Source: an optimization exercise on an open RTL-to-GDS flow (aim: small area, a short achievable clock period and few clock cycles per item). Production flows keep margins and buffers that such runs may drop. Where RTL was checked, it was by simulation tests only, not by an equivalence proof against the original. No functional check of the RTL was part of runs 1 to 3. Power is estimated from default activity; no workload was simulated.

File: flow/design.v
module vcpu_decoder (
    input  wire        clk,
    input  wire        rst,         
    input  wire [63:0] in_data,
    input  wire [7:0]  in_oob,
    input  wire [3:0]  in_avail,
    output wire [3:0]  in_take,
    output reg         out_valid,
    output reg         out_ok,
    output reg  [2:0]  out_reason,
    output reg  [4:0]  out_len,
    output reg  [7:0]  out_op,
    output reg  [1:0]  out_size,
    output reg         out_dcr,
    output reg         out_scr,
    output reg  [3:0]  out_d_reg,
    output reg  [2:0]  out_d_mode,
    output wire [7:0]  out_d_xb,
    output reg  [63:0] out_d_val,
    output reg  [3:0]  out_s_reg,
    output reg  [2:0]  out_s_mode,
    output wire [7:0]  out_s_xb,
    output reg  [63:0] out_s_val
);
    localparam [2:0] R_UNKNOWN_OPCODE = 3'd1, R_UNKNOWN_EXT = 3'd2,
                     R_RESERVED_BITS = 3'd3, R_INVALID_ADDR = 3'd4, R_OOB = 3'd5;
    localparam [1:0] F_NONE = 2'd0, F_Z = 2'd1, F_U = 2'd2, F_B = 2'd3;
    localparam [2:0] RO_R = 3'd0, RO_W = 3'd1, RO_CNT = 3'd2, RO_OFF = 3'd3,
                     RO_OFF8 = 3'd4, RO_AW = 3'd5, RO_EA = 3'd6;
    localparam [2:0] ST_OP = 3'd0, ST_B1 = 3'd1, ST_DD = 3'd2, ST_SD = 3'd3,
                     ST_DPAY = 3'd4, ST_SPAY = 3'd5;
    function [1:0] fmt_of(input [7:0] op);
        case (op)
            8'h00, 8'h01, 8'h02, 8'h03: fmt_of = F_Z;
            8'h04, 8'h08, 8'h30, 8'h31,
            8'h40, 8'h41, 8'h42, 8'h43, 8'h44, 8'h45: fmt_of = F_U;
            8'h10, 8'h11, 8'h12, 8'h13,
            8'h20, 8'h21, 8'h22, 8'h23, 8'h24, 8'h25, 8'h26: fmt_of = F_B;
            default: fmt_of = F_NONE;
        endcase
    endfunction
    function [2:0] role_d_of(input [7:0] op);
        case (op)
            8'h04, 8'h30, 8'h25: role_d_of = RO_R;
            8'h08:               role_d_of = RO_OFF;
            8'h40, 8'h41, 8'h42, 8'h43, 8'h44, 8'h45: role_d_of = RO_OFF8;
            8'h26:               role_d_of = RO_AW;
            default:             role_d_of = RO_W;
        endcase
    endfunction
    function [2:0] role_s_of(input [7:0] op);
        case (op)
            8'h10, 8'h11, 8'h12, 8'h13: role_s_of = RO_CNT;
            8'h26:                      role_s_of = RO_EA;
            default:                    role_s_of = RO_R;
        endcase
    endfunction
    function desc_ok(input [7:0] desc, input [2:0] role, input crflag);
        reg [3:0] mode;
        reg       hi_reg;
        reg       admitted;
        begin
            mode   = desc[3:0];
            hi_reg = desc[7];
            case (role)
                RO_R:    admitted = (mode >= 4'd1 && mode <= 4'd5);
                RO_W:    admitted = (mode >= 4'd2 && mode <= 4'd5);
                RO_CNT:  admitted = (mode == 4'd1 || mode == 4'd3);
                RO_OFF:  admitted = (mode == 4'd1);
                RO_OFF8: admitted = (mode == 4'd1);
                RO_AW:   admitted = (mode == 4'd3) && hi_reg;
                RO_EA:   admitted = (mode == 4'd1 || mode == 4'd2 || mode == 4'd4 || mode == 4'd5);
                default: admitted = 1'b0;
            endcase
            desc_ok = (mode >= 4'd1 && mode <= 4'd5)
                   && (!crflag || (mode == 4'd3 && hi_reg))
                   && admitted
                   && (mode != 4'd5 || hi_reg);
        end
    endfunction
    function [4:0] plen_oh(input [2:0] mode, input [1:0] size);
        case (mode)
            3'd1:    plen_oh = (size == 2'd0) ? 5'b00010 : (size == 2'd1) ? 5'b00100 :
                               (size == 2'd2) ? 5'b01000 : 5'b10000;
            3'd2:    plen_oh = 5'b10000;
            3'd5:    plen_oh = 5'b00010;
            default: plen_oh = 5'b00001;
        endcase
    endfunction
    function [3:0] plen_of(input [2:0] mode, input [1:0] size);
        case (mode)
            3'd1:    plen_of = 4'd1 << size;
            3'd2:    plen_of = 4'd8;
            3'd5:    plen_of = 4'd1;
            default: plen_of = 4'd0;
        endcase
    endfunction
    function [2:0] b1_fail(input [7:0] op, input [7:0] b1);
        if (b1[5:2] != 4'd0)
            b1_fail = R_RESERVED_BITS;
        else if ((b1[7] || b1[6]) && op != 8'h20)
            b1_fail = R_INVALID_ADDR;
        else if (op[7:4] == 4'h4 && b1[1:0] != 2'd0)    
            b1_fail = R_INVALID_ADDR;
        else
            b1_fail = 3'd0;
    endfunction
    reg [2:0] state;
    reg [3:0] cnt;           
    wire [7:0] w [0:7];
    genvar gi;
    generate
        for (gi = 0; gi < 8; gi = gi + 1) begin : g_w
            assign w[gi] = in_data[8*gi +: 8];
        end
    endgenerate
    wire [7:0] o = in_oob;
    wire [7:0] a;
    generate
        for (gi = 0; gi < 8; gi = gi + 1) begin : g_a
            assign a[gi] = (in_avail > gi);
        end
    endgenerate
    assign out_d_xb = out_d_val[7:0];
    assign out_s_xb = out_s_val[7:0];
    wire st_op = (state == ST_OP);
    wire st_dp = (state == ST_DPAY);
    wire st_sp = (state == ST_SPAY);
    wire [1:0] h_fmt   = fmt_of(w[0]);
    wire       h_isZ   = (h_fmt == F_Z);
    wire       h_isU   = (h_fmt == F_U);
    wire       h_isB   = (h_fmt == F_B);
    wire       h_ext   = (w[0][7:4] == 4'hf);
    wire       h_bad0  = h_ext || (h_fmt == F_NONE);
    wire [2:0] h_b1r   = b1_fail(w[0], w[1]);
    wire       h_bad2  = !desc_ok(w[2], role_d_of(w[0]), w[1][7]);
    wire       h_bad3  = !desc_ok(w[3], role_s_of(w[0]), w[1][6]);
    wire [1:0] h_size  = w[1][1:0];
    wire [4:0] h_ldo   = plen_oh(w[2][2:0], h_size);    
    wire [4:0] h_lso   = plen_oh(w[3][2:0], h_size);
    wire [3:0] h_ls    = plen_of(w[3][2:0], h_size);
    wire       h_drr   = (w[2][2:0] == 3'd5);
    wire       h_srr   = (w[3][2:0] == 3'd5);
    wire       h_sfit  = h_isB && ((h_ldo[0] && !h_lso[4]) ||
                                   (h_ldo[1] && (h_lso[0] || h_lso[1] || h_lso[2])) ||
                                   (h_ldo[2] && (h_lso[0] || h_lso[1] || h_lso[2])));
    reg [7:0] h_end;
    always @(*) begin
        h_end = 8'd0;
        if (h_isZ)
            h_end[1] = 1'b1;
        else if (h_isU) begin
            h_end[2] = h_ldo[0] || h_ldo[4];
            h_end[3] = h_ldo[1];
            h_end[4] = h_ldo[2];
            h_end[6] = h_ldo[3];
        end else begin
            h_end[3] = h_ldo[4] || (h_ldo[0] && (h_lso[0] || h_lso[4]));
            h_end[4] = (h_ldo[0] && h_lso[1]) || (h_ldo[1] && (h_lso[0] || h_lso[3] || h_lso[4]));
            h_end[5] = (h_ldo[0] && h_lso[2]) || (h_ldo[1] && h_lso[1]) ||
                       (h_ldo[2] && (h_lso[0] || h_lso[3] || h_lso[4]));
            h_end[6] = (h_ldo[1] && h_lso[2]) || (h_ldo[2] && h_lso[1]);
            h_end[7] = (h_ldo[0] && h_lso[3]) || (h_ldo[2] && h_lso[2]) || h_ldo[3];
        end
    end
    wire [7:0] h_fail;
    assign h_fail[0] = h_bad0;
    assign h_fail[1] = (h_b1r != 3'd0);
    assign h_fail[2] = h_bad2;
    assign h_fail[3] = h_isB ? h_bad3 : (h_drr && w[3][3]);
    assign h_fail[4] = h_isB && (h_drr || (h_srr && h_ldo[0])) && w[4][3];
    assign h_fail[5] = h_isB && h_srr && h_ldo[1] && w[5][3];
    assign h_fail[6] = h_isB && h_srr && h_ldo[2] && w[6][3];
    assign h_fail[7] = 1'b0;
    wire [1:0] r_fmt  = fmt_of(out_op);
    wire [3:0] r_ld   = plen_of(out_d_mode, out_size);
    wire [3:0] r_ls   = (r_fmt == F_B) ? plen_of(out_s_mode, out_size) : 4'd0;
    wire [4:0] r_lso  = plen_oh(out_s_mode, out_size);
    wire       r_drr  = (out_d_mode == 3'd5);
    wire       r_srr  = (out_s_mode == 3'd5);
    wire dp_wide = st_dp && (cnt == 4'd8);
    wire sp_wide = st_sp && (cnt == r_ls);
    wire wide    = st_op || dp_wide || sp_wide;
    reg       s_bad;
    reg [2:0] s_rsn;
    always @(*) begin
        s_bad = 1'b0;
        s_rsn = R_INVALID_ADDR;
        case (state)
            ST_B1:   begin s_bad = (b1_fail(out_op, w[0]) != 3'd0); s_rsn = b1_fail(out_op, w[0]); end
            ST_DD:   s_bad = !desc_ok(w[0], role_d_of(out_op), out_dcr);
            ST_SD:   s_bad = !desc_ok(w[0], role_s_of(out_op), out_scr);
            ST_DPAY: s_bad = r_drr && w[0][3];
            ST_SPAY: s_bad = r_srr && w[0][3];
            default: ;
        endcase
    end
    reg [7:0] fl, en;
    always @(*) begin
        if (st_op) begin
            fl = h_fail;
            en = h_end;
        end else if (dp_wide) begin
            fl = 8'd0;
            en = 8'b1000_0000;
        end else if (sp_wide) begin
            fl = {7'd0, r_srr && w[0][3]};
            en = {r_lso[4], 3'd0, r_lso[3], 1'b0, r_lso[2], r_lso[1]};
        end else begin
            fl = {7'd0, s_bad};
            en = 8'b0000_0001;
        end
    end
    wire [7:0] stop = fl | o | en;
    wire [7:0] z    = stop | ~a;
    reg  [7:0] f;            
    integer k;
    always @(*) begin
        f = 8'd0;
        for (k = 7; k >= 0; k = k - 1)
            if (z[k]) f = 8'd1 << k;
    end
    wire       go    = |(f & a);                  
    wire       go_w  = go && wide;                
    wire       ser   = !go && a[0];               
    wire       fails = |(f & a & (fl | o));
    reg [3:0] take;
    always @(*) begin
        take = {3'd0, ser};
        for (k = 0; k < 8; k = k + 1)
            if (f[k] && a[k]) take = k + 1;
    end
    assign in_take = take;
    wire [2:0] w_rsn = |(f & o) ? R_OOB :
                       (st_op && f[0]) ? (h_ext ? R_UNKNOWN_EXT : R_UNKNOWN_OPCODE) :
                       (st_op && f[1]) ? h_b1r :
                       (!wide) ? s_rsn : R_INVALID_ADDR;
    reg [2:0] n_state;
    reg [3:0] n_cnt;
    reg       n_rec;
    always @(*) begin
        n_state = state;
        n_cnt   = cnt;
        n_rec   = 1'b0;
        if (go) begin
            if (fails)
                n_rec = 1'b1;
            else case (state)
                ST_OP:
                    if (h_isU && h_ldo[4] || h_isB && h_ldo[4]) begin
                        n_state = ST_DPAY; n_cnt = 4'd8;
                    end else if (h_isB && !h_lso[0] && !h_sfit) begin
                        n_state = ST_SPAY; n_cnt = h_ls;
                    end else
                        n_rec = 1'b1;
                ST_B1:
                    if (r_fmt == F_Z) n_rec = 1'b1;
                    else n_state = ST_DD;
                ST_DD:
                    if (r_fmt == F_B) n_state = ST_SD;
                    else if (plen_of(w[0][2:0], out_size) != 4'd0) begin
                        n_state = ST_DPAY; n_cnt = plen_of(w[0][2:0], out_size);
                    end else n_rec = 1'b1;
                ST_SD:
                    if (r_ld != 4'd0) begin
                        n_state = ST_DPAY; n_cnt = r_ld;
                    end else if (plen_of(w[0][2:0], out_size) != 4'd0) begin
                        n_state = ST_SPAY; n_cnt = plen_of(w[0][2:0], out_size);
                    end else n_rec = 1'b1;
                ST_DPAY:
                    if (cnt != 4'd1 && !dp_wide) n_cnt = cnt - 4'd1;
                    else if (r_ls != 4'd0) begin
                        n_state = ST_SPAY; n_cnt = r_ls;
                    end else n_rec = 1'b1;
                default:
                    if (cnt != 4'd1 && !sp_wide) n_cnt = cnt - 4'd1;
                    else n_rec = 1'b1;
            endcase
        end else if (ser) begin
            case (state)
                ST_OP:   n_state = ST_B1;
                ST_DPAY: n_cnt = cnt - 4'd1;
                default: n_cnt = cnt - 4'd1;
            endcase
        end
        if (n_rec) n_state = ST_OP;
    end
    wire       h_dn1  = h_drr || (h_size == 2'd0);
    wire       h_dn2  = !h_drr && (h_size == 2'd1);
    wire       h_dn4  = !h_drr && h_size[1];
    wire       h_sn1  = h_srr || (h_size == 2'd0);
    wire       h_sn2  = !h_srr && (h_size == 2'd1);
    wire       h_sn4  = !h_srr && h_size[1];
    wire       h_l0   = h_ldo[0];
    wire       h_l1   = h_ldo[1];
    wire       h_l2   = h_ldo[2];
    wire       h_se4  = h_l0 && h_sn1;
    wire       h_se5  = (h_l0 && h_sn2) || (h_l1 && h_sn1);
    wire       h_se6  = (h_l1 && h_sn2) || (h_l2 && h_sn1);
    wire       h_se7  = (h_l0 && h_sn4) || (h_l2 && h_sn2);
    wire dp_w  = dp_wide;
    wire sp_w  = sp_wide;
    wire dp_s  = st_dp && !dp_wide;
    wire sp_s  = st_sp && !sp_wide;
    wire r_sn1 = r_lso[1];
    wire r_sn2 = r_lso[2];
    wire r_sn4 = r_lso[3];
    wire r_sn8 = r_lso[4];
    wire du = st_op && h_isU;
    wire db = st_op && !h_isU;
    reg [7:0] d_b [0:7];
    reg [7:0] s_b [0:7];
    integer j;
    always @(*) begin
        d_b[0] = ({8{du && h_dn1}} & w[3]) | ({8{(du && h_dn2) || (db && h_dn1)}} & w[4])
               | ({8{db && h_dn2}} & w[5]) | ({8{du && h_dn4}} & w[6]) | ({8{db && h_dn4}} & w[7]);
        d_b[1] = ({8{du && h_dn2}} & w[3]) | ({8{db && h_dn2}} & w[4])
               | ({8{du && h_dn4}} & w[5]) | ({8{db && h_dn4}} & w[6]);
        d_b[2] = ({8{du && h_dn4}} & w[4]) | ({8{db && h_dn4}} & w[5]);
        d_b[3] = ({8{du && h_dn4}} & w[3]) | ({8{db && h_dn4}} & w[4]);
        d_b[4] = 8'd0; d_b[5] = 8'd0; d_b[6] = 8'd0; d_b[7] = 8'd0;
        s_b[0] = ({8{st_op && h_se4}} & w[4]) | ({8{st_op && h_se5}} & w[5])
               | ({8{st_op && h_se6}} & w[6]) | ({8{st_op && h_se7}} & w[7]);
        s_b[1] = ({8{st_op && h_l0 && h_sn2}} & w[4]) | ({8{st_op && h_l1 && h_sn2}} & w[5])
               | ({8{st_op && ((h_l2 && h_sn2) || (h_l0 && h_sn4))}} & w[6]);
        s_b[2] = ({8{st_op && h_l0 && h_sn4}} & w[5]);
        s_b[3] = ({8{st_op && h_l0 && h_sn4}} & w[4]);
        s_b[4] = 8'd0; s_b[5] = 8'd0; s_b[6] = 8'd0; s_b[7] = 8'd0;
        for (j = 0; j < 8; j = j + 1)
            d_b[j] = d_b[j] | ({8{dp_w}} & w[7 - j]);
        s_b[0] = s_b[0] | ({8{sp_w && r_sn1}} & w[0]) | ({8{sp_w && r_sn2}} & w[1])
               | ({8{sp_w && r_sn4}} & w[3]) | ({8{sp_w && r_sn8}} & w[7]);
        s_b[1] = s_b[1] | ({8{sp_w && r_sn2}} & w[0]) | ({8{sp_w && r_sn4}} & w[2])
               | ({8{sp_w && r_sn8}} & w[6]);
        s_b[2] = s_b[2] | ({8{sp_w && r_sn4}} & w[1]) | ({8{sp_w && r_sn8}} & w[5]);
        s_b[3] = s_b[3] | ({8{sp_w && r_sn4}} & w[0]) | ({8{sp_w && r_sn8}} & w[4]);
        for (j = 4; j < 8; j = j + 1)
            s_b[j] = s_b[j] | ({8{sp_w && r_sn8}} & w[7 - j]);
    end
    reg [63:0] n_dval, n_sval;
    reg [7:0]  d_en, s_en;
    always @(*) begin
        for (j = 0; j < 8; j = j + 1) begin
            d_en[j] = st_op || dp_w || (dp_s && (cnt == j + 1 || cnt == r_ld));
            s_en[j] = st_op || sp_w || (sp_s && (cnt == j + 1 || cnt == r_ls));
            n_dval[8*j +: 8] = d_b[j] | ({8{dp_s && (cnt == j + 1)}} & w[0]);
            n_sval[8*j +: 8] = s_b[j] | ({8{sp_s && (cnt == j + 1)}} & w[0]);
        end
    end
    wire [4:0] len_base = st_op ? 5'd0 : out_len;
    reg  [3:0] n_tk;
    always @(*) begin
        n_tk = 4'd1;
        for (k = 0; k < 8; k = k + 1)
            if (f[k] && a[k]) n_tk = k + 1;
    end
    wire [4:0] n_len = len_base + {1'b0, n_tk};
    wire ld_b1 = (state == ST_B1) && a[0];
    wire ld_dd = (state == ST_DD) && a[0];
    wire ld_sd = (state == ST_SD) && a[0];
    always @(posedge clk) begin
        for (k = 0; k < 8; k = k + 1) begin
            out_d_val[8*k +: 8] <= n_dval[8*k +: 8] | ({8{!d_en[k]}} & out_d_val[8*k +: 8]);
            out_s_val[8*k +: 8] <= n_sval[8*k +: 8] | ({8{!s_en[k]}} & out_s_val[8*k +: 8]);
        end
        cnt       <= n_cnt;
        out_len   <= ({5{a[0]}} & n_len) | ({5{!a[0]}} & out_len);
        out_ok     <= !fails;
        out_reason <= w_rsn;
        out_op     <= ({8{st_op}} & w[0]) | ({8{!st_op}} & out_op);
        {out_size, out_dcr, out_scr} <=
            ({4{st_op}} & {w[1][1:0], w[1][7], w[1][6]}) |
            ({4{ld_b1}} & {w[0][1:0], w[0][7], w[0][6]}) |
            ({4{!st_op && !ld_b1}} & {out_size, out_dcr, out_scr});
        {out_d_reg, out_d_mode} <=
            ({7{st_op}} & {w[2][7:4], w[2][2:0]}) |
            ({7{ld_dd}} & {w[0][7:4], w[0][2:0]}) |
            ({7{!st_op && !ld_dd}} & {out_d_reg, out_d_mode});
        {out_s_reg, out_s_mode} <=
            ({7{st_op}} & {w[3][7:4], w[3][2:0]}) |
            ({7{ld_sd}} & {w[0][7:4], w[0][2:0]}) |
            ({7{!st_op && !ld_sd}} & {out_s_reg, out_s_mode});
        if (rst) begin
            state     <= ST_OP;
            out_valid <= 1'b0;
        end else begin
            state     <= n_state;
            out_valid <= n_rec;
        end
    end
endmodule
File: flow/flow/run.sh
#!/bin/bash
# The standard layout, with the smallest buffer (buf_1) on every input and
# output port in place of ORFS's default port buffer (clkdlybuf4s50_1); the
# resizer still upsizes any port buffer that timing or slew needs.
set -euo pipefail
export BUFFER_PORTS_ARGS="-buffer_cell sky130_fd_sc_hd__buf_1"
bash standard.sh > standard_flow.log 2>&1
File: flow/standard.sh
#!/bin/bash
# synth_recipe.tcl (not shown) runs the flow's synth.tcl, then flattens the netlist and writes it again
# the make line also repeats each setting of config.mk as NAME=value (left out here)
make -C /OpenROAD-flow-scripts/flow DESIGN_CONFIG=/design/flow/config.mk WORK_HOME=/design/flow/orfs CLKGATE_MAP_FILE= SYNTH_SCRIPT=/design/flow/synth_recipe.tcl "${@:-finish}"
File: flow/config.mk
export PLATFORM = sky130hd
export DESIGN_NAME = vcpu_decoder
export DESIGN_NICKNAME = vcpu_decoder
export VERILOG_FILES = /design/flow/design.v
export SDC_FILE = /design/flow/constraint.sdc
export NUM_CORES = 4
export LEC_CHECK = 0
export ABC_AREA = 1
export CAP_MARGIN = 20
export CORE_MARGIN = 2
export CORE_UTILIZATION = 40
export SLEW_MARGIN = 20
File: flow/constraint.sdc
create_clock -name core_clock -period 5.0 [get_ports {clk}]
set_input_delay 1.0000 -clock core_clock [delete_from_list [all_inputs] [get_ports {clk}]]
set_output_delay 1.0000 -clock core_clock [all_outputs]
set_load 0.01 [all_outputs]
==> flow_metrics.env, run 1 <==
export IMPL_status="no timing/DRC/antenna violations"
export IMPL_min_path_type="reg -> reg"
export IMPL_fmax_ghz=0.212
export IMPL_synth_area_mux_share_pct=0.196
export IMPL_dr_wl_met2_mm=21.9
export IMPL_yosysMostFrequentCell="nand2_1"
export IMPL_synth_xor_xnor_area_share_pct=0.515
export IMPL_netlist_top_cells_count="nand2_1 (388), inv_1 (191), dfxtp_1 (154)"
export IMPL_via_per_inst=5.91
export IMPL_fin_tns_setup_ps=0
export IMPL_synth_avg_cell_area_um2=6.96
export IMPL_worstHoldPathCells=2
export IMPL_reg_top3="out_d_val x64, out_s_val x64"
export IMPL_io_pins=262
export IMPL_hold_viol_final=0
export IMPL_path_cells="buf_1, inv_1, nor2_4, nand2_2, nor2_1, inv_1, nor2_1, nand4_1, nand4_1, nand3_1, nor2_1, nand3_2, nor2_2, nand2_2, nand2_2, nor2_4, nand2_8, inv_2, nand2_2, nand4_1, buf_1"
export IMPL_synth_area_um2=10200
export IMPL_drt_pass1_iterations=6
export IMPL_n_antenna_cell=0
export IMPL_cts_hold_buf=0
export IMPL_synthTopCellsByArea="dfxtp_1 (30%), nand2_1 (14%), inv_1 (7.0%)"
export IMPL_grt_pass1_vias=11437
export IMPL_track_usage_pct=35.9
export IMPL_hpwl_mm=37.8
export IMPL_clkLatencyLatePin_ps=440
export IMPL_timing_rr_start="out_size[1]$_DFF_P_"
export IMPL_clk_pin_slew_ps=90
export IMPL_finClkSkew_ps=16.2
export IMPL_synth_top_cell_by_area="dfxtp_1"
export IMPL_vias=12312
export IMPL_power_switching_uw=1170
export IMPL_period_share_pct=94.4
export IMPL_grt_overflow=0
export IMPL_reg2reg_slack_ps=1060
export IMPL_die_y_um=164
export IMPL_cts_made_buffers=17
export IMPL_r2r_cells=21
export IMPL_post_cts_setup_buffers=0
export IMPL_core_area_um2=25100
export IMPL_grt_max_degree=34
export IMPL_crit_path_end_kind="output pin"
export IMPL_slowest_delay_ps=240
export IMPL_routed_wl_met3_mm=4.26
export IMPL_drive_above_1_share_pct=9.42
export IMPL_synthAdderAreaFrac_pct=1.18
export IMPL_gp_congestion=1.05
export IMPL_syn_nets=1553
export IMPL_synth_top_family_by_area="simple AND/OR/NAND/NOR gates"
export IMPL_die_w_um=164
export IMPL_ant_nets=0
export IMPL_min_from="out_d_val[59]$_DFF_P_"
export IMPL_hold_path_endpoint="out_d_val[59]$_DFF_P_"
export IMPL_synth_edf_count=17
export IMPL_yosysUniqueCellTypes=55
export IMPL_ys_seq_area_share_pct=35.2
export IMPL_finish_net_count=1826
export IMPL_wirelength_mm=48.8
export IMPL_slowest_stage="nor2_1"
export IMPL_num_rows=58
export IMPL_worst_pin_slew_ps=1060
export IMPL_power_uw=3490
export IMPL_grt_pass1_wl_mm=71.6
export IMPL_yosysTopAreaCellShare_pct=30.2
export IMPL_p_comb_share_pct=15.6
export IMPL_synthCells=1466
export IMPL_async_flop_share_pct=0
export IMPL_cp_start_kind="input port"
export IMPL_clock_sink_count=171
export IMPL_critPathMaxFanout=10
export IMPL_start_util_pct=40.6
export IMPL_period_minus_slack_ps=4720
export IMPL_slew_viol_final=0
export IMPL_numPortBuffers=261
export IMPL_post_drt_wl_per_cell_um=23.5
export IMPL_fill_cells=2695
export IMPL_synth_compound_area_share_pct=22.0
export IMPL_yosysWarnings=3
export IMPL_irDropWorstVdd_mv=0.215
export IMPL_synth_seq_cells=171
export IMPL_rsz0062_at_grt="false"
export IMPL_clk_path_buf_depth=2
export IMPL_antenna_found_initial=0
export IMPL_cap_violations=0
export IMPL_area_growth_pct=20.9
export IMPL_synthFlopType="dfxtp_1"
export IMPL_cp_data_required_time_ps=4000
export IMPL_p_leak_uw=0.00513
export IMPL_setup_viol=0
export IMPL_cp_arrival_ps=3720
export IMPL_cts_root_buf="clkbuf_16"
export IMPL_pwr_share_seq_pct=42.9
export IMPL_sw_frac_of_total_pct=33.5
export IMPL_relSlewSlack_pct=29.3
export IMPL_met1Wirelength_mm=20.1
export IMPL_routed_top_layer="met4"
export IMPL_worstSetupPathType="in -> out"
export IMPL_cts_resized_gates=0
export IMPL_power_share_clock_pct=41.5
export IMPL_crit_path_frequent_cell="nand2_2"
export IMPL_drt_iter0_drc=1549
export IMPL_power_density_nw_per_um2=283
export IMPL_synth_simple_area_share_pct=30.1
export IMPL_htree_num_levels=4
export IMPL_die_area_um2=26800
export IMPL_drcViolationCount=0
export IMPL_intPower_uw=2320
export IMPL_cts_tree="built"
-- critical path, delay by kind of cell --
family        cells  cell delay [ps]
simple gates     16             2000
buf+inv           5              680
-- cells in the final DEF (no fill, tap or decap), types with 45 or more instances in the layout --
cell / count
inv_1: 190
dfxtp_1: 154
o21ai_0: 53
o2111ai_1: 45
nor2_1: 146
buf_1: 258
buf_4: 47
nand2_1: 387
o221ai_1: 78
nand3_1: 72
-- worst max-delay path by stage --
stage,from,cells past startpoint,end,slack [ps]
detailed placement,in_data[25],23,in_take[0],120
global placement,in_data[25],23,in_take[0],160
floorplan,in_data[3],20,in_take[0],950
global route,in_data[8],23,in_take[0],30
CTS,in_data[25],23,in_take[0],110
finish,in_data[16],21,in_take[0],280
-- logic make-up after synthesis --
group                    Yosys count
AND/OR/NAND/NOR                  697
flip-flops                       171
multiplexers                       2
buffers and inverters            268
XOR/XNOR                           6
adder cells (fa/ha/maj)            9
AO/OA/AOI/OAI                    313
-- layout make-up --
class / instances / area [um^2] / area share, %
multi-input combinational: 1027 / 5550 / 45.0
sequential: 171 / 3590 / 29.1
timing repair buffer: 309 / 1350 / 10.9
inverter: 213 / 800 / 6.48
clock buffer: 18 / 450 / 3.65
tap: 330 / 413 / 3.35
clock inverter: 14 / 188 / 1.52
-- power by group through the flow --
stage                     Sequential, uW  Combinational, uW  Clock, uW
after floorplan                     1540                267          0
after global placement              1530                528          0
after detailed placement            1530                526          0
after CTS                           1500                528       1440
after global routing                1500                578       1510
final                               1500                545       1450
-- layer usage --
layer,track usage (%),up-vias
li1,-,5575
met1,48.1,5789
met2,56.7,784
met3,5.28,164
met4,17.4,0
met5,0,-
-- stage by stage --
stage	hold slack (ps)	cell area [um^2]	std cells	setup WS, ps	utilization (%)
floorplan	496	10200	1466	952	-
global placement	440	11700	2050	163	46.5
detailed placement	446	11700	2050	121	46.5
CTS	468	12300	2082	113	49.0
global route	498	12300	2082	28.1	49.1
finish	463	12300	2082	282	49.1
==> run 2, diff against run 1 <==
--- a/flow/config.mk
+++ b/flow/config.mk
@@ -11,2 +11,3 @@
 export CORE_UTILIZATION = 40
+export SETUP_SLACK_MARGIN = 1.5
 export SLEW_MARGIN = 20
==> run 2 against run 1 <==
- still clean on timing, DRC and antenna
- setup slack gained 330 ps
- sequential power barely moved
- cell count up 3.7%
- synthesized area stayed put
- sequential share of layout area shrank 2.9 points
- critical path depth grew 1
- first-iteration DRC count is 9.6% lower
- combinational power rose by 16%
- clock skew fell by 0.93 ps
- clock-buffer cell count is 1 lower
- highest routed layer unchanged
==> flow_metrics.env, run 2 <==
export IMPL_rsz0062_at_grt="true"
export IMPL_synthCells=1466
export IMPL_slew_viol_final=0
export IMPL_start_util_pct=40.6
export IMPL_synth_edf_count=17
export IMPL_place_inst=2041
export IMPL_layout_common_cells="nand2_1 (350), buf_1 (245), inv_1 (181)"
export IMPL_n_antenna_cell=0
export IMPL_synth_area_um2=10200
export IMPL_grt_pass1_vias=11774
export IMPL_wirelength_mm=49.6
export IMPL_post_route_util_pct=54.6
export IMPL_drive_above_1_share_pct=19.5
export IMPL_synth_top_cell_by_area="dfxtp_1"
export IMPL_worstHoldPathCells=2
export IMPL_yosysUniqueCellTypes=55
export IMPL_netlist_top_cells_count="nand2_1 (388), inv_1 (191), dfxtp_1 (154)"
export IMPL_io_pins=262
export IMPL_dpl_worst_slack_ps=64.5
export IMPL_synth_avg_cell_area_um2=6.96
export IMPL_irDropWorstVdd_mv=0.227
export IMPL_worstSetupPathType="reg -> out"
export IMPL_min_path_type="reg -> reg"
export IMPL_cts_made_buffers=17
export IMPL_yosysWarnings=3
export IMPL_status="no timing/DRC/antenna violations"
export IMPL_critPathMaxFanout=6
export IMPL_cp_start_kind="flop"
export IMPL_syn_nets=1553
export IMPL_num_rows=58
export IMPL_async_flop_share_pct=0
export IMPL_worst_pin_slew_ps=974
export IMPL_numPortBuffers=261
export IMPL_fin_tns_setup_ps=0
export IMPL_ant_nets=0
export IMPL_period_share_pct=87.8
export IMPL_post_drt_wl_per_cell_um=23.0
export IMPL_synth_seq_cells=171
export IMPL_die_area_um2=26800
export IMPL_clkLatencyLatePin_ps=460
export IMPL_antenna_found_initial=0
export IMPL_cp_arrival_ps=3390
export IMPL_grt_pass1_wl_mm=72.0
export IMPL_die_w_um=164
export IMPL_via_per_inst=5.91
export IMPL_gp_congestion=1.01
export IMPL_clk_path_buf_depth=2
export IMPL_reg_top3="out_d_val x64, out_s_val x64"
export IMPL_r2r_cells=29
export IMPL_relSlewSlack_pct=34.8
export IMPL_area_growth_pct=34.3
export IMPL_synthTopCellsByArea="dfxtp_1 (30%), nand2_1 (14%), inv_1 (7.0%)"
export IMPL_drcViolationCount=0
export IMPL_grt_overflow=0
export IMPL_synthFlopType="dfxtp_1"
export IMPL_setup_viol=0
export IMPL_cap_violations=0
export IMPL_endpoint="in_take[0]"
export IMPL_vias=12771
export IMPL_htree_num_levels=4
export IMPL_worstReg2RegEnd="cnt[2]$_DFFE_PP_"
export IMPL_fmax_ghz=0.228
export IMPL_finClkSkew_ps=15.3
export IMPL_power_density_nw_per_um2=265
export IMPL_yosysMostFrequentCell="nand2_1"
export IMPL_clk_pin_slew_ps=90
export IMPL_drt_iter0_drc=1400
export IMPL_cp_data_required_time_ps=4000
export IMPL_cts_tree="built"
export IMPL_hpwl_mm=36.9
export IMPL_hold_viol_final=0
export IMPL_grt_max_degree=34
export IMPL_crit_path_end_kind="output pin"
export IMPL_worst_slack_ps=610
export IMPL_core_area_um2=25100
export IMPL_clock_sink_count=171
export IMPL_drt_pass1_iterations=6
export IMPL_cts_root_buf="clkbuf_16"
export IMPL_yosysTopAreaCellShare_pct=30.2
export IMPL_final_common_cell="nand2_1"
export IMPL_reg2reg_slack_ps=1250
export IMPL_timing_rr_start="state[0]$_SDFFE_PP0P_"
export IMPL_layout_cells_non_filler=2160
export IMPL_ys_seq_area_share_pct=35.2
export IMPL_period_minus_slack_ps=4390
export IMPL_finish_net_count=1904
export IMPL_die_y_um=164
export IMPL_track_usage_pct=35.9
export IMPL_p_leak_uw=0.00575
## run 2: per-layer routing
metal | wire length [um] | vias to the layer above | GRT usage, %
met5 | 0 | - | 0
met4 | 2850 | 0 | 17.8
met2 | 22600 | 838 | 57.8
li1 | - | 5734 | -
met3 | 4630 | 173 | 6.01
met1 | 19600 | 6026 | 46.5
## run 2: cells by family after synthesis
logic type	Yosys count	synth area share, %
and+or+nand+nor	697	30.1
AOI/OAI and AO/OA	313	22.0
buffers and inverters	268	10.7
DFF	171	35.2
adders and majority gates	9	1.18
xor gates and xnor gates	6	0.515
muxes	2	0.196
## run 2: worst max-delay path: stages (launching register included)
cell      delay, ps
edfxtp_1        400
buf_4           150
buf_4           130
nor2_1          160
nand3_1         160
o21ai_0         190
o21ai_0         130
nand2_1          70
nand3_1          70
nor2_1          130
nand2_2         100
a21oi_4         200
nand2_4         100
nor2_8          160
buf_12          140
nand4_4         100
nand2_2         110
nor2_4           50
nand2_8          70
inv_4            40
nand2_4          40
nand4_1         100
buf_2           160
## run 2: per-stage QoR
step / power [uW] / area (um^2) / hold slack, ps
floorplan: 1820 / 10400 / 496
global placement: 2050 / 11700 / 443
detailed placement: 2050 / 11700 / 447
CTS: 3590 / 13200 / 470
global route: 3730 / 13700 / 496
finish: 3640 / 13700 / 467
## run 2: worst min-delay path by stage
stage                          start               endpoint  slack [ps]
3_3_place_gp   out_d_val[62]$_DFF_P_  out_d_val[62]$_DFF_P_         440
6_report       out_d_val[57]$_DFF_P_  out_d_val[57]$_DFF_P_         470
5_1_grt         out_s_reg[1]$_DFF_P_   out_s_reg[1]$_DFF_P_         500
3_5_place_dp   out_d_val[62]$_DFF_P_  out_d_val[62]$_DFF_P_         450
4_1_cts        out_d_val[62]$_DFF_P_  out_d_val[62]$_DFF_P_         470
2_1_floorplan  out_d_val[56]$_DFF_P_  out_d_val[56]$_DFF_P_         500
## run 2: where the power goes
part           internal (uW)  leakage, uW  switching (uW)
Sequential              1450      0.00144            48.9
Clock                    718     0.000313             793
Combinational            205      0.00399             426
## run 2: repair_timing
action,4_1_cts,5_1_grt
resized for setup,95,74
gates cloned,1,0
buffers inserted,60,26
endpoints found under the setup margin,31,33
hold buffers,0,0
pin swaps,41,34
## run 2: area by class of cell
type                    count  area (um^2)
multi-input cells        1028         6130
clock inverters            15          223
flip-flops and latches    171         3590
fillers                  2502        11400
repair buffers            386         2070
inverters                 213          851
well taps                 330          413
clock buffers              17          425
==> run 3, diff against run 2 <==
--- a/flow/config.mk
+++ b/flow/config.mk
@@ -11,3 +11,3 @@
 export CORE_UTILIZATION = 40
-export SETUP_SLACK_MARGIN = 1.5
+export SETUP_SLACK_MARGIN = 1.0
 export SLEW_MARGIN = 20
==> run 3 against run 2 <==
- critical path depth rose by 1
- design area shrank 1.3%
- hold slack worse by 2.5 ps
- combinational power decreased by 3%
- maximum frequency down 0.74%
- sequential power hardly changed
- sequential cell count stayed put
- largest power group is now registers
- non-clock buffer count is 1 lower
==> flow_metrics.env, run 3 <==
export IMPL_status="no timing/DRC/antenna violations"
export IMPL_synth_seq_cells=171
export IMPL_wirelength_mm=50.6
export IMPL_p_leak_uw=0.00571
export IMPL_vias=12655
export IMPL_synthFlopType="dfxtp_1"
export IMPL_via_per_inst=5.86
export IMPL_layout_common_cells="nand2_1 (358), buf_1 (244), inv_1 (181)"
export IMPL_irDropWorstVdd_mv=0.185
export IMPL_synthTopCellsByArea="dfxtp_1 (30%), nand2_1 (14%), inv_1 (7.0%)"
export IMPL_yosysTopAreaCellShare_pct=30.2
export IMPL_start_util_pct=40.6
export IMPL_grt_pass1_vias=12001
export IMPL_rsz0062_at_grt="true"
export IMPL_core_area_um2=25100
export IMPL_area_growth_pct=32.6
export IMPL_syn_nets=1553
export IMPL_cp_arrival_ps=3420
export IMPL_numPortBuffers=261
export IMPL_die_y_um=164
export IMPL_num_rows=58
export IMPL_path_buf_inv=7
export IMPL_slew_viol_final=0
export IMPL_synth_area_mux_share_pct=0.196
export IMPL_period_share_pct=88.5
export IMPL_post_drt_wl_per_cell_um=23.4
export IMPL_path_delay_family="simple AND/OR/NAND/NOR gates"
export IMPL_hpwl_mm=37.1
export IMPL_n_antenna_cell=0
export IMPL_min_path_type="reg -> reg"
export IMPL_cp_start_kind="input port"
export IMPL_grt_max_degree=34
export IMPL_yosysMostFrequentCell="nand2_1"
export IMPL_path_cells="buf_6, buf_8, nor2_4, buf_6, nand2_1, nand4_1, nand3_1, nand2_1, inv_1, nor2_1, nand2_2, a21oi_4, nand2_4, nor2_8, buf_12, nand4_4, nand2_2, nor2_4, nand2_8, inv_4, nand2_4, nand4_1, buf_2"
export IMPL_slowest_delay_ps=230
export IMPL_critPathMaxFanout=7
export IMPL_grt_pass1_wl_mm=73.9
export IMPL_worst_pin_slew_ps=1100
export IMPL_cts_hold_buf=0
export IMPL_setup_viol=0
export IMPL_yosysUniqueCellTypes=55
export IMPL_crit_path_end_kind="output pin"
export IMPL_period_minus_slack_ps=4420
export IMPL_cts_made_buffers=17
export IMPL_slowest_stage="nor2_4"
export IMPL_die_w_um=164
export IMPL_final_common_cell="nand2_1"
export IMPL_synth_edf_count=17
export IMPL_worstSetupPathType="in -> out"
export IMPL_ys_seq_area_share_pct=35.2
export IMPL_reg_top3="out_d_val x64, out_s_val x64"
export IMPL_synth_top_family_by_area="simple AND/OR/NAND/NOR gates"
export IMPL_cp_data_required_time_ps=4000
export IMPL_cts_root_buf="clkbuf_16"
export IMPL_htree_num_levels=4
export IMPL_synth_compound_area_share_pct=22.0
export IMPL_gp_congestion=1.01
export IMPL_synth_top_cell_by_area="dfxtp_1"
export IMPL_drive_above_1_share_pct=18.3
export IMPL_io_pins=262
export IMPL_drcViolationCount=0
export IMPL_hold_viol_final=0
export IMPL_finish_net_count=1904
export IMPL_clk_path_buf_depth=2
export IMPL_post_route_util_pct=53.9
export IMPL_clkLatencyLatePin_ps=450
export IMPL_synth_avg_cell_area_um2=6.96
export IMPL_async_flop_share_pct=0
export IMPL_fill_cells=2542
export IMPL_yosysWarnings=3
export IMPL_fmax_ghz=0.226
export IMPL_power_density_nw_per_um2=264
export IMPL_synth_simple_area_share_pct=30.1
export IMPL_synth_area_um2=10200
export IMPL_synth_xor_xnor_area_share_pct=0.515
export IMPL_netlist_top_cells_count="nand2_1 (388), inv_1 (191), dfxtp_1 (154)"
export IMPL_clk_pin_slew_ps=90
export IMPL_antenna_found_initial=1
export IMPL_drt_pass1_iterations=6
export IMPL_fin_tns_setup_ps=0
export IMPL_power_uw=3580
export IMPL_drt_iter0_drc=1231
export IMPL_grt_overflow=0
export IMPL_finClkSkew_ps=15.9
export IMPL_clock_sink_count=171
export IMPL_synthCells=1466
export IMPL_die_area_um2=26800
export IMPL_track_usage_pct=37.0
export IMPL_relSlewSlack_pct=26.5
export IMPL_cap_violations=0
export IMPL_cts_tree="built"
export IMPL_ant_nets=0
export IMPL_synthAdderAreaFrac_pct=1.18
[run 3: cell counts after synthesis]
Identical to the previous run, type by type.
[run 3: path summary, 6_finish.rpt]
path,slack (ps),cells after the start,startpoint,end
worst max register to register,890,33,flop,out_reason[2]$_SDFF_PP1_
worst min-delay path,460,2,out_d_val[60]$_DFF_P_,out_d_val[60]$_DFF_P_
worst max-delay path,580,23,in_data[2],in_take[0]
worst min register to register,460,2,out_d_val[60]$_DFF_P_,out_d_val[60]$_DFF_P_
[run 3: repair_timing]
action / CTS / global route
setup endpoints to repair: 6 / 8
gates resized for setup: 109 / 54
cloned: 2 / 0
pin swaps: 43 / 35
buffers inserted: 65 / 16
[run 3: kinds of logic (layout without fill, tap and decap cells)]
family | Yosys count | in the layout
buf+inv | 268 | 630
mux | 2 | 2
compound gates | 313 | 313
flops | 171 | 171
simple gates | 697 | 699
fa+ha+maj | 9 | 9
xor+xnor | 6 | 6
[run 3: metal layers]
metal  track usage, %  wire length [um]  up-vias
met5                0                13        -
li1                 -                 -     5750
met2             59.0             22700      785
met3             7.68              4990      176
met1             46.9             19800     5942
met4             20.0              3130        2
[run 3: final cells by class]
| cell class | count | area, um^2 | area share (%) |
|---|---|---|---|
| multi-input cells | 1029 | 6000 | 44.4 |
| flip-flops and latches | 171 | 3590 | 26.6 |
| repair buffers | 385 | 2070 | 15.3 |
| inverters | 213 | 820 | 6.06 |
| clock buffers | 17 | 425 | 3.14 |
| well taps | 330 | 413 | 3.05 |
| clock inverters | 15 | 209 | 1.54 |
[run 3: per-stage QoR]
| stage | instance area (um^2) | setup slack (ps) | cells | hold WS [ps] |
|---|---|---|---|---|
| 2_1_floorplan | 10300 | 1000 | 1466 | 496 |
| 3_3_place_gp | 11700 | 105 | 2045 | 441 |
| 3_5_place_dp | 11700 | 58.1 | 2045 | 448 |
| 4_1_cts | 13200 | 703 | 2144 | 471 |
| 5_1_grt | 13500 | 383 | 2160 | 494 |
| 6_report | 13500 | 577 | 2160 | 465 |
[run 3: where the power goes]
group          total, uW  switching [uW]  internal (uW)
logic                613             421            193
clock network       1470             765            702
registers           1500            51.8           1450
total               3580            1240           2340
[run 3: worst register-to-register path: cells and delay by family (launching register included)]
| family | cells | cell delay (ps) |
|---|---|---|
| AND/OR/NAND/NOR | 13 | 1510 |
| flip-flops | 1 | 420 |
| buffers and inverters | 18 | 1960 |
| AO/OA/AOI/OAI | 2 | 120 |
==> run 4, diff against run 3 <==
--- a/flow/design.v
+++ b/flow/design.v
@@ -117,8 +117,12 @@
     wire [7:0] o = in_oob;
+    wire [3:0] av = in_avail;
     wire [7:0] a;
-    generate
-        for (gi = 0; gi < 8; gi = gi + 1) begin : g_a
-            assign a[gi] = (in_avail > gi);
-        end
-    endgenerate
+    assign a[0] = av[3] | av[2] | av[1] | av[0];
+    assign a[1] = av[3] | av[2] | av[1];
+    assign a[2] = av[3] | av[2] | (av[1] & av[0]);
+    assign a[3] = av[3] | av[2];
+    assign a[4] = av[3] | (av[2] & (av[1] | av[0]));
+    assign a[5] = av[3] | (av[2] & av[1]);
+    assign a[6] = av[3] | (av[2] & av[1] & av[0]);
+    assign a[7] = av[3];
     assign out_d_xb = out_d_val[7:0];
@@ -214,3 +218,2 @@
     wire [7:0] stop = fl | o | en;
-    wire [7:0] z    = stop | ~a;
     reg  [7:0] f;            
@@ -220,3 +223,3 @@
         for (k = 7; k >= 0; k = k - 1)
-            if (z[k]) f = 8'd1 << k;
+            if (stop[k]) f = 8'd1 << k;
     end
--- a/flow/config.mk
+++ b/flow/config.mk
@@ -11,3 +11,3 @@
 export CORE_UTILIZATION = 40
-export SETUP_SLACK_MARGIN = 1.0
+export GPL_TIMING_DRIVEN = 0
 export SLEW_MARGIN = 20
==> run 4 against run 3 <==
- still clean on timing, DRC and antenna
- die area is 1.1% lower
- synthesized cell count shrank 0.48%
- total power fell by 1.2%
- clock skew up 7.9 ps
- setup slack worse by 320 ps
- non-clock buffer count fell by 70
- critical path type unchanged
- largest power group is now clock
==> flow_metrics.env, run 4 <==
export IMPL_status="no timing/DRC/antenna violations"
export IMPL_multiInputGateArea_um2=5480
export IMPL_synth_avg_cell_area_um2=6.91
export IMPL_rsz0062_at_grt="false"
export IMPL_yosysTopAreaCellShare_pct=30.6
export IMPL_drive_above_1_share_pct=7.94
export IMPL_finish_net_count=1825
export IMPL_placed_area_um2=11500
export IMPL_io_pins=262
export IMPL_irDropWorstVdd_mv=0.205
export IMPL_drt_pass1_iterations=6
export IMPL_ff_latch_area_um2=3590
export IMPL_syn_nets=1546
export IMPL_post_route_util_pct=48.8
export IMPL_grt_overflow=0
export IMPL_layout_common_cells="nand2_1 (397), buf_1 (261), inv_1 (180)"
export IMPL_die_y_um=163
export IMPL_yosysMostFrequentCell="nand2_1"
export IMPL_ant_nets=0
export IMPL_period_share_pct=94.8
export IMPL_track_usage_pct=33.5
export IMPL_relSlewSlack_pct=40.4
export IMPL_reg_top3="out_d_val x64, out_s_val x64"
export IMPL_drcViolationCount=0
export IMPL_clk_path_buf_depth=2
export IMPL_synthFlopType="dfxtp_1"
export IMPL_ys_seq_area_share_pct=35.6
export IMPL_htree_num_levels=4
export IMPL_vias=12010
export IMPL_fill_cells=2692
export IMPL_p_leak_uw=0.00500
export IMPL_async_flop_share_pct=0
export IMPL_cts_made_buffers=17
export IMPL_die_w_um=163
export IMPL_fin_tns_setup_ps=0
export IMPL_cts_root_buf="clkbuf_16"
export IMPL_timing_rr_start="out_size[0]$_DFF_P_"
export IMPL_hpwl_mm=34.8
export IMPL_wirelength_mm=45.7
export IMPL_slew_viol_final=0
export IMPL_cp_start_kind="input port"
export IMPL_numPortBuffers=259
export IMPL_worstSetupPathType="in -> out"
export IMPL_cts_tree="built"
export IMPL_fin_area_um2=12200
export IMPL_gp_congestion=0.988
export IMPL_core_area_um2=25000
export IMPL_synth_seq_cells=171
export IMPL_fmax_ghz=0.211
export IMPL_critPathMaxFanout=9
export IMPL_clock_sink_count=171
export IMPL_synth_area_um2=10100
export IMPL_synthCells=1459
export IMPL_cp_arrival_ps=3740
export IMPL_r2r_cells=20
export IMPL_clkLatencyLatePin_ps=460
export IMPL_crit_path_end_kind="output pin"
export IMPL_via_per_inst=5.77
export IMPL_min_path_type="reg -> reg"
export IMPL_min_from="out_d_val[57]$_DFF_P_"
export IMPL_clk_pin_slew_ps=90
export IMPL_post_drt_wl_per_cell_um=22.0
export IMPL_n_antenna_cell=0
export IMPL_synthTopCellsByArea="dfxtp_1 (31%), nand2_1 (15%), o221ai_1 (6.9%)"
export IMPL_synth_top_cell_by_area="dfxtp_1"
export IMPL_num_rows=58
export IMPL_grt_pass1_vias=11016
export IMPL_start_util_pct=40.4
export IMPL_finClkSkew_ps=23.8
export IMPL_grt_pass1_wl_mm=66.2
export IMPL_cts_hold_buf=0
export IMPL_area_growth_pct=20.9
export IMPL_worst_pin_slew_ps=894
export IMPL_antenna_found_initial=0
export IMPL_grt_max_degree=24
export IMPL_cap_violations=0
export IMPL_crit_start="in_data[5]"
export IMPL_die_area_um2=26500
export IMPL_worstHoldPathCells=2
export IMPL_yosysWarnings=3
export IMPL_power_density_nw_per_um2=290
export IMPL_cp_data_required_time_ps=4000
export IMPL_reg2reg_slack_ps=770
export IMPL_timing_hold_ws_ps=468
export IMPL_hold_viol_final=0
export IMPL_drt_iter0_drc=1437
export IMPL_setup_viol=0
export IMPL_yosysUniqueCellTypes=50
export IMPL_period_minus_slack_ps=4740
export IMPL_netlist_top_cells_count="nand2_1 (397), inv_1 (181), nor2_1 (156)"
export IMPL_final_common_cell="nand2_1"
export IMPL_hold_path_endpoint="out_d_val[57]$_DFF_P_"
export IMPL_synth_edf_count=17
==> run 4: changes by cell type in the layout (fill, tap and decap cells not counted), sizes merged, moves of 5 or more <==
cell	delta
nor3	+7
clkbuf	+29
buf	-99
nand2	+5
nand4	-15
inv	-7
o21ai	-9
a21oi	+5
==> run 4: timing repair <==
item,CTS,global route
gates cloned,0,0
setup buffers,0,1
pin swaps,0,1
gates resized for setup,2,19
setup endpoints to repair,1,1
==> run 4: worst max-delay path by stage <==
stage               slack (ps)    endpoint  cells past startpoint
detailed placement         -10  in_take[0]                     21
floorplan                 1080  in_take[0]                     19
CTS                        100  in_take[0]                     21
finish                     260  in_take[0]                     22
global route                 2  in_take[0]                     18
global placement             4  in_take[0]                     21
==> run 4: through the flow <==
| step | setup WS (ps) | instances | power, uW |
|---|---|---|---|
| after floorplan | 1080 | 1459 | 1810 |
| after global placement | 3.85 | 2048 | 2040 |
| after detailed placement | -14.7 | 2048 | 2040 |
| after CTS | 97.7 | 2080 | 3520 |
| after global routing | 1.98 | 2081 | 3640 |
| final | 259 | 2081 | 3540 |
==> run 4: final cells by class <==
type / count / area share, %
Buffer: 55 / 2.50
Clock buffer: 17 / 3.49
Clock inverter: 15 / 1.88
Inverter: 203 / 6.29
Multi-Input combinational cell: 1030 / 44.9
Sequential cell: 171 / 29.5
Tap cell: 330 / 3.39
Timing Repair Buffer: 260 / 8.07
==> run 4: cells by family after synthesis <==
group / share of synthesized area [%]
xor gates and xnor gates: 0.608
and+or+nand+nor: 29.7
AOI/OAI and AO/OA: 22.2
DFF: 35.6
buffers and inverters: 10.4
muxes: 0.298
adders and majority gates: 1.19
==> run 4: layer usage <==
layer | vias up | track usage, % | share of wire, %
li1 | 5577 | - | -
met1 | 5551 | 44.2 | 41
met2 | 723 | 53.3 | 45
met3 | 159 | 6.26 | 9.1
met4 | 0 | 15.2 | 4.8
met5 | - | 0 | 0
==> run 4: power by group <==
part / total [uW] / switching (uW) / internal, uW
registers: 1500 / 55.4 / 1450
logic: 527 / 370 / 158
clock network: 1510 / 785 / 722
==> run 4: critical path, stage by stage <==
cell      delay (ps)
buf_1            100
clkbuf_4         250
inv_2            140
nand2_1          150
nor2_2            70
nand2_1          120
nand3_2          130
nor2_4           230
nor2_2           100
nand2_1          110
nand3_2          120
inv_1             90
nand3_1          140
nor2_1           160
nand3_1          100
nand2_1          110
clkinv_1          70
nand2_2          120
nor2_4            60
nand2_1          120
nand3_1          100
buf_1            140
Testbench counts of run 4, summed over its fixed seeds: cycles 19,091, insns 13,919.
==> run 5, diff against run 4 <==
--- a/flow/config.mk
+++ b/flow/config.mk
@@ -11,3 +11,2 @@
 export CORE_UTILIZATION = 40
-export GPL_TIMING_DRIVEN = 0
 export SLEW_MARGIN = 20
==> run 5 against run 4 <==
- die area is the same
- first-iteration DRC count is 13% lower
- critical endpoint unchanged
- via count increased by 0.50%
- sequential power hardly changed
- clock-buffer cell count is the same
- design area about the same
- hold slack improved by 2.8 ps
- largest power group is now registers
- synthesized area is the same
- core utilization is essentially flat
==> flow_metrics.env, run 5 <==
export IMPL_slew_viol_final=0
export IMPL_antenna_found_initial=0
export IMPL_die_w_um=163
export IMPL_final_common_cell="nand2_1"
export IMPL_worstSetupPathType="in -> out"
export IMPL_synth_area_um2=10100
export IMPL_fill_cells=2675
export IMPL_syn_nets=1546
export IMPL_multiInputGateArea_um2=5450
export IMPL_numPortBuffers=261
export IMPL_io_pins=262
export IMPL_clock_sink_count=171
export IMPL_dpl_worst_slack_ps=127
export IMPL_cp_arrival_ps=3750
export IMPL_hpwl_mm=35.4
export IMPL_post_route_util_pct=48.8
export IMPL_finish_net_count=1818
export IMPL_worst_slack_ps=245
export IMPL_drt_iter0_drc=1252
export IMPL_met1Wirelength_mm=19.0
export IMPL_num_rows=58
export IMPL_grt_max_degree=35
export IMPL_vias=12070
export IMPL_die_area_um2=26500
export IMPL_layout_common_cells="nand2_1 (397), buf_1 (261), inv_1 (181)"
export IMPL_fin_tns_setup_ps=0
export IMPL_die_y_um=163
export IMPL_clk_pin_slew_ps=90
export IMPL_post_cts_setup_buffers=0
export IMPL_track_usage_pct=34.3
export IMPL_cts_root_buf="clkbuf_16"
export IMPL_cp_start_kind="input port"
export IMPL_critPathMaxFanout=7
export IMPL_grt_overflow=0
export IMPL_synthTopCellsByArea="dfxtp_1 (31%), nand2_1 (15%), o221ai_1 (6.9%)"
export IMPL_yosysTopAreaCellShare_pct=30.6
export IMPL_via_per_inst=5.82
export IMPL_p_leak_uw=0.00504
export IMPL_yosysMostFrequentCell="nand2_1"
export IMPL_synth_top_cell_by_area="dfxtp_1"
export IMPL_async_flop_share_pct=0
export IMPL_clkLatencyLatePin_ps=450
export IMPL_status="no timing/DRC/antenna violations"
export IMPL_fmax_ghz=0.210
export IMPL_setup_viol=0
export IMPL_ant_nets=0
export IMPL_htree_num_levels=4
export IMPL_finClkSkew_ps=20.9
export IMPL_core_area_um2=25000
export IMPL_ff_latch_area_um2=3590
export IMPL_r2r_cells=21
export IMPL_period_share_pct=95.1
export IMPL_cts_hold_buf=0
export IMPL_crit_path_end_kind="output pin"
export IMPL_synth_edf_count=17
export IMPL_yosysWarnings=3
export IMPL_worst_pin_slew_ps=1040
export IMPL_hold_viol_final=0
export IMPL_drt_pass1_iterations=6
export IMPL_dr_wl_met2_mm=20.6
export IMPL_synthFlopType="dfxtp_1"
export IMPL_yosysUniqueCellTypes=50
export IMPL_grt_pass1_wl_mm=67.6
export IMPL_routed_wl_met3_mm=4.43
export IMPL_irDropWorstVdd_mv=0.197
export IMPL_drive_above_1_share_pct=8.43
export IMPL_worstHoldPathCells=2
export IMPL_relSlewSlack_pct=30.1
export IMPL_n_antenna_cell=0
export IMPL_post_drt_wl_per_cell_um=22.4
export IMPL_cp_data_required_time_ps=4000
export IMPL_area_growth_pct=20.9
export IMPL_clk_path_buf_depth=2
export IMPL_cts_tree="built"
export IMPL_ys_seq_area_share_pct=35.6
export IMPL_synthCells=1459
export IMPL_synth_avg_cell_area_um2=6.91
export IMPL_synth_seq_cells=171
export IMPL_wirelength_mm=46.6
export IMPL_reg_top3="out_d_val x64, out_s_val x64"
export IMPL_gp_congestion=1.01
export IMPL_grt_pass1_vias=11052
export IMPL_min_path_type="reg -> reg"
export IMPL_start_util_pct=40.4
export IMPL_period_minus_slack_ps=4750
export IMPL_routed_top_layer="met4"
export IMPL_netlist_top_cells_count="nand2_1 (397), inv_1 (181), nor2_1 (156)"
export IMPL_cts_made_buffers=17
export IMPL_power_density_nw_per_um2=286
export IMPL_cap_violations=0
export IMPL_rsz0062_at_grt="false"
export IMPL_drcViolationCount=0
[run 5: cell count changes in the layout (fill, tap and decap cells not counted), moves of 2 or more]
| cell | delta |
|---|---|
| buf_4 | +29 |
| clkbuf_4 | -3 |
| buf_2 | -5 |
| clkbuf_2 | -5 |
| clkbuf_1 | -21 |
| nor2_1 | +2 |
| inv_4 | -2 |
| buf_6 | -2 |
[run 5: final timing paths]
path,from,end,slack (ps)
setup reg to reg,flop,flop,780
setup / recovery,in_data[16],in_take[0],250
hold / removal,out_d_val[62]$_DFF_P_,out_d_val[62]$_DFF_P_,470
hold reg to reg,out_d_val[62]$_DFF_P_,out_d_val[62]$_DFF_P_,470
[run 5: layout make-up]
class | instances | share of cell area (%)
repair buffers | 308 | 10.9
flip-flops and latches | 171 | 29.5
clock inverters | 15 | 1.77
multi-input cells | 1030 | 44.7
inverters | 203 | 6.25
clock buffers | 17 | 3.49
well taps | 330 | 3.39
[run 5: critical path, cell delays in order]
cell,delay (ps)
buf_1,260
inv_1,250
nor2_4,230
nand2_1,150
nor2_2,190
inv_1,140
nor3_1,160
nand2_1,80
nand2_1,100
inv_1,50
nand2_1,70
nand3_1,90
nor3_2,250
nand3_2,110
nand2_2,100
inv_2,40
nand2_2,70
nor2_2,60
nand2_1,110
nand3_1,90
buf_1,140
[run 5: kinds of logic (layout without fill, tap and decap cells)]
family,count (synthesis),in the layout,synth area share (%)
AO/OA/AOI/OAI,313,313,22.2
multiplexers,3,3,0.298
XOR/XNOR,7,7,0.608
adder cells (fa/ha/maj),9,9,1.19
flip-flops,171,171,35.6
AND/OR/NAND/NOR,698,698,29.7
buffers and inverters,258,543,10.4
[run 5: report_power, final]
group | internal [uW] | total (uW) | switching [uW]
sequential | 1450 | 1500 | 54.8
clock | 710 | 1470 | 757
combinational | 151 | 520 | 368
total | 2310 | 3490 | 1180
[run 5: per-layer routing]
metal  global-route usage, %  vias to the layer above
li1                        -                     5544
met1                    45.5                     5613
met2                    53.2                      754
met3                    6.67                      159
met4                    17.2                        0
met5                       0                        -
[run 5: repair_timing]
item | in CTS | in global routing
resized for setup | 0 | 1
endpoints found under the setup margin | 0 | 1
hold endpoints to repair | 0 | 0
[run 5: through the flow]
step | instance area, um^2 | hold WS (ps) | cells | total power (uW)
detailed placement | 11500 | 449 | 2042 | 2030
global placement | 11500 | 439 | 2042 | 2030
floorplan | 10100 | 452 | 1459 | 1810
CTS | 12200 | 473 | 2074 | 3480
finish | 12200 | 470 | 2074 | 3490
global route | 12200 | 494 | 2074 | 3590
==> run 6, diff against run 5 <==
--- a/flow/config.mk
+++ b/flow/config.mk
@@ -11,2 +11,3 @@
 export CORE_UTILIZATION = 40
+export SETUP_SLACK_MARGIN = 0.7
 export SLEW_MARGIN = 20
==> run 6 against run 5 <==
- sequential share of layout area decreased by 1.6 points
- global-route usage increased by 0.16 points
- design area increased by 5.8%
- routed wire length increased by 2.4%
- critical path type unchanged
==> flow_metrics.env, run 6 <==
export IMPL_cp_data_required_time_ps=4000
export IMPL_synth_edf_count=17
export IMPL_power_share_clock_pct=41.5
export IMPL_layout_cells_non_filler=2117
export IMPL_htree_num_levels=4
export IMPL_irDropWorstVdd_mv=0.194
export IMPL_crit_path_frequent_cell="nand2_1"
export IMPL_cts_root_buf="clkbuf_16"
export IMPL_track_usage_pct=34.4
export IMPL_crit_path_end_kind="output pin"
export IMPL_multiInputGateArea_um2=5740
export IMPL_p_leak_uw=0.00537
export IMPL_synthFlopType="dfxtp_1"
export IMPL_layout_common_cells="nand2_1 (382), buf_1 (246), inv_1 (167)"
export IMPL_drcViolationCount=0
export IMPL_n_antenna_cell=0
export IMPL_critPathMaxFanout=7
export IMPL_placed_area_um2=11500
export IMPL_syn_nets=1546
export IMPL_fill_cells=2628
export IMPL_worst_pin_slew_ps=999
export IMPL_die_area_um2=26500
export IMPL_period_share_pct=85.2
export IMPL_num_rows=58
export IMPL_final_common_cell="nand2_1"
export IMPL_post_drt_wl_per_cell_um=22.5
export IMPL_synthCells=1459
export IMPL_synthAdderAreaFrac_pct=1.19
export IMPL_vias=12219
export IMPL_clk_pin_slew_ps=90
export IMPL_hpwl_mm=35.4
export IMPL_setup_viol=0
export IMPL_cts_hold_buf=0
export IMPL_gp_congestion=1.01
export IMPL_intPower_uw=2330
export IMPL_core_area_um2=25000
export IMPL_p_comb_share_pct=16.1
export IMPL_synth_simple_area_share_pct=29.7
export IMPL_fin_tns_setup_ps=0
export IMPL_ys_seq_area_share_pct=35.6
export IMPL_cp_start_kind="input port"
export IMPL_cts_tree="built"
export IMPL_yosysMostFrequentCell="nand2_1"
export IMPL_fmax_ghz=0.235
export IMPL_area_growth_pct=27.9
export IMPL_yosysWarnings=3
export IMPL_synth_compound_area_share_pct=22.2
export IMPL_start_util_pct=40.4
export IMPL_drive_above_1_share_pct=15.2
export IMPL_ant_nets=0
export IMPL_synth_avg_cell_area_um2=6.91
export IMPL_power_density_nw_per_um2=274
export IMPL_synth_area_um2=10100
export IMPL_slowest_stage="buf_6"
export IMPL_cts_made_buffers=17
export IMPL_yosysTopAreaCellShare_pct=30.6
export IMPL_synth_area_mux_share_pct=0.298
export IMPL_hold_viol_final=0
export IMPL_die_w_um=163
export IMPL_numPortBuffers=261
export IMPL_io_pins=262
export IMPL_antenna_found_initial=0
export IMPL_grt_pass1_wl_mm=67.9
export IMPL_relSlewSlack_pct=33.0
export IMPL_synth_top_cell_by_area="dfxtp_1"
export IMPL_slowest_delay_ps=150
export IMPL_finClkSkew_ps=18.6
export IMPL_worstSetupPathType="in -> out"
export IMPL_clk_path_buf_depth=2
export IMPL_status="no timing/DRC/antenna violations"
export IMPL_min_from="out_d_val[63]$_DFF_P_"
export IMPL_synth_top_family_by_area="simple AND/OR/NAND/NOR gates"
export IMPL_reg_top3="out_d_val x64, out_s_val x64"
export IMPL_finish_net_count=1861
export IMPL_yosysUniqueCellTypes=50
export IMPL_clock_sink_count=171
export IMPL_synth_xor_xnor_area_share_pct=0.608
export IMPL_grt_max_degree=35
export IMPL_crit_start="in_data[6]"
export IMPL_power_switching_uw=1200
export IMPL_drt_iter0_drc=1428
export IMPL_async_flop_share_pct=0
export IMPL_clkLatencyLatePin_ps=450
export IMPL_ff_latch_area_um2=3590
export IMPL_die_y_um=163
export IMPL_grt_pass1_vias=11106
export IMPL_slew_viol_final=0
export IMPL_via_per_inst=5.77
export IMPL_place_inst=2042
export IMPL_rsz0062_at_grt="true"
export IMPL_wirelength_mm=47.7
export IMPL_cp_arrival_ps=3260
export IMPL_pwr_share_seq_pct=42.5
export IMPL_fin_area_um2=12900
export IMPL_netlist_top_cells_count="nand2_1 (397), inv_1 (181), nor2_1 (156)"
export IMPL_drt_pass1_iterations=7
export IMPL_synthTopCellsByArea="dfxtp_1 (31%), nand2_1 (15%), o221ai_1 (6.9%)"
export IMPL_post_route_util_pct=51.7
export IMPL_path_cells="buf_2, buf_6, nand2_1, nor2_4, nand2_2, nand3_2, nor2_1, nand2_1, nand3_1, nand2_1, nand3_4, inv_2, nand3_2, nor2_2, nand3_1, nand2_1, clkinv_1, nand2_4, nor2_4, nand2_2, nand3_2, buf_6"
export IMPL_sw_frac_of_total_pct=33.9
export IMPL_grt_overflow=0
export IMPL_synth_seq_cells=171
export IMPL_period_minus_slack_ps=4260
export IMPL_min_path_type="reg -> reg"
export IMPL_cap_violations=0
[run 6: cell counts after synthesis]
Identical to the previous run, type by type.
[run 6: metrics by stage]
| stage | hold slack (ps) | power [uW] | worst slack (ps) |
|---|---|---|---|
| final | 470 | 3530 | 740 |
| after global routing | 494 | 3640 | 508 |
| after CTS | 473 | 3500 | 721 |
| after detailed placement | 449 | 2030 | 127 |
| after global placement | 439 | 2030 | 10.5 |
| after floorplan | 452 | 1810 | 1080 |
[run 6: worst paths after layout]
check	depth (start not counted)	slack [ps]	to
hold / removal	2	470	out_d_val[63]$_DFF_P_
setup reg to reg	23	940	flop
hold reg to reg	2	470	out_d_val[63]$_DFF_P_
setup / recovery	22	740	in_take[0]
[run 6: repair_timing]
| action | CTS | global route |
|---|---|---|
| gates cloned | 0 | 1 |
| resized for setup | 44 | 88 |
| endpoints found under the setup margin | 5 | 5 |
| buffers inserted | 12 | 30 |
| pin swaps | 10 | 28 |
[run 6: area by class of cell]
type / count / area share, %
clock buffers: 17 / 3.30
clock inverters: 15 / 1.67
flip-flops and latches: 171 / 27.9
multi-input cells: 1031 / 44.5
well taps: 330 / 3.20
inverters: 203 / 5.98
repair buffers: 350 / 13.5
[run 6: logic make-up (layout without fill, tap and decap cells)]
kind of cell / count (synthesis) / after routing
muxes: 3 / 3
adders and majority gates: 9 / 9
AOI/OAI and AO/OA: 313 / 313
buffers and inverters: 258 / 585
and+or+nand+nor: 698 / 699
xor gates and xnor gates: 7 / 7
DFF: 171 / 171
[run 6: metal layers]
metal  track usage, %  vias up  share of wire [%]
li1                 -     5647                  -
met1             45.2     5649                 40
met2             53.7      760                 45
met3             7.31      163                9.4
met4             16.9        0                5.6
met5                0        -                  0
[run 6: worst max-delay path: cells and delay by family]
family | cells | cell delay (ps)
and+or+nand+nor | 17 | 1670
buffers and inverters | 5 | 590
[run 6: power by group through the flow]
stage / clock, uW / sequential, uW / combinational (uW)
2_1_floorplan: 0 / 1550 / 261
3_3_place_gp: 0 / 1530 / 504
3_5_place_dp: 0 / 1530 / 502
4_1_cts: 1480 / 1500 / 518
5_1_grt: 1530 / 1510 / 602
6_report: 1470 / 1500 / 567

## afterwards: timing with drivers on the ports
Ports are ideal in the flow. The routed layouts listed here were re-timed in OpenROAD.
Step 1, drivers: a clkbuf_16 drives clk and a buf_2 each remaining input, both assumed.
Step 2, shift: input delay + t, output delay - t, t = (earliest + latest rising clock arrival at the registers) / 2. This alone moves slack from input paths to output paths.
Three values: ideal ports, drivers, drivers and shift; two values: the first two.
run | t, ns | slack for setup (ns) | hold slack, ns
run 1 | 0.486 | 0.282 / 0.259 / 0.259 | 0.463 / 0.463 / 0.463
run 2 | 0.504 | 0.610 / 0.558 / 0.229 | 0.467 / 0.467 / 0.467
run 3 | 0.493 | 0.577 / 0.544 / 0.279 | 0.465 / 0.465 / 0.465
run 4 | 0.502 | 0.259 / 0.234 / 0.131 | 0.468 / 0.468 / 0.468
run 5 | 0.491 | 0.245 / 0.214 / 0.138 | 0.470 / 0.470 / 0.470
run 6 | 0.490 | 0.740 / 0.698 / 0.462 | 0.470 / 0.470 / 0.470
After both steps every run listed still meets setup and hold. The setup slack of run 2, which loses most, moves by -0.052 ns with the drivers and by -0.381 ns with both steps.
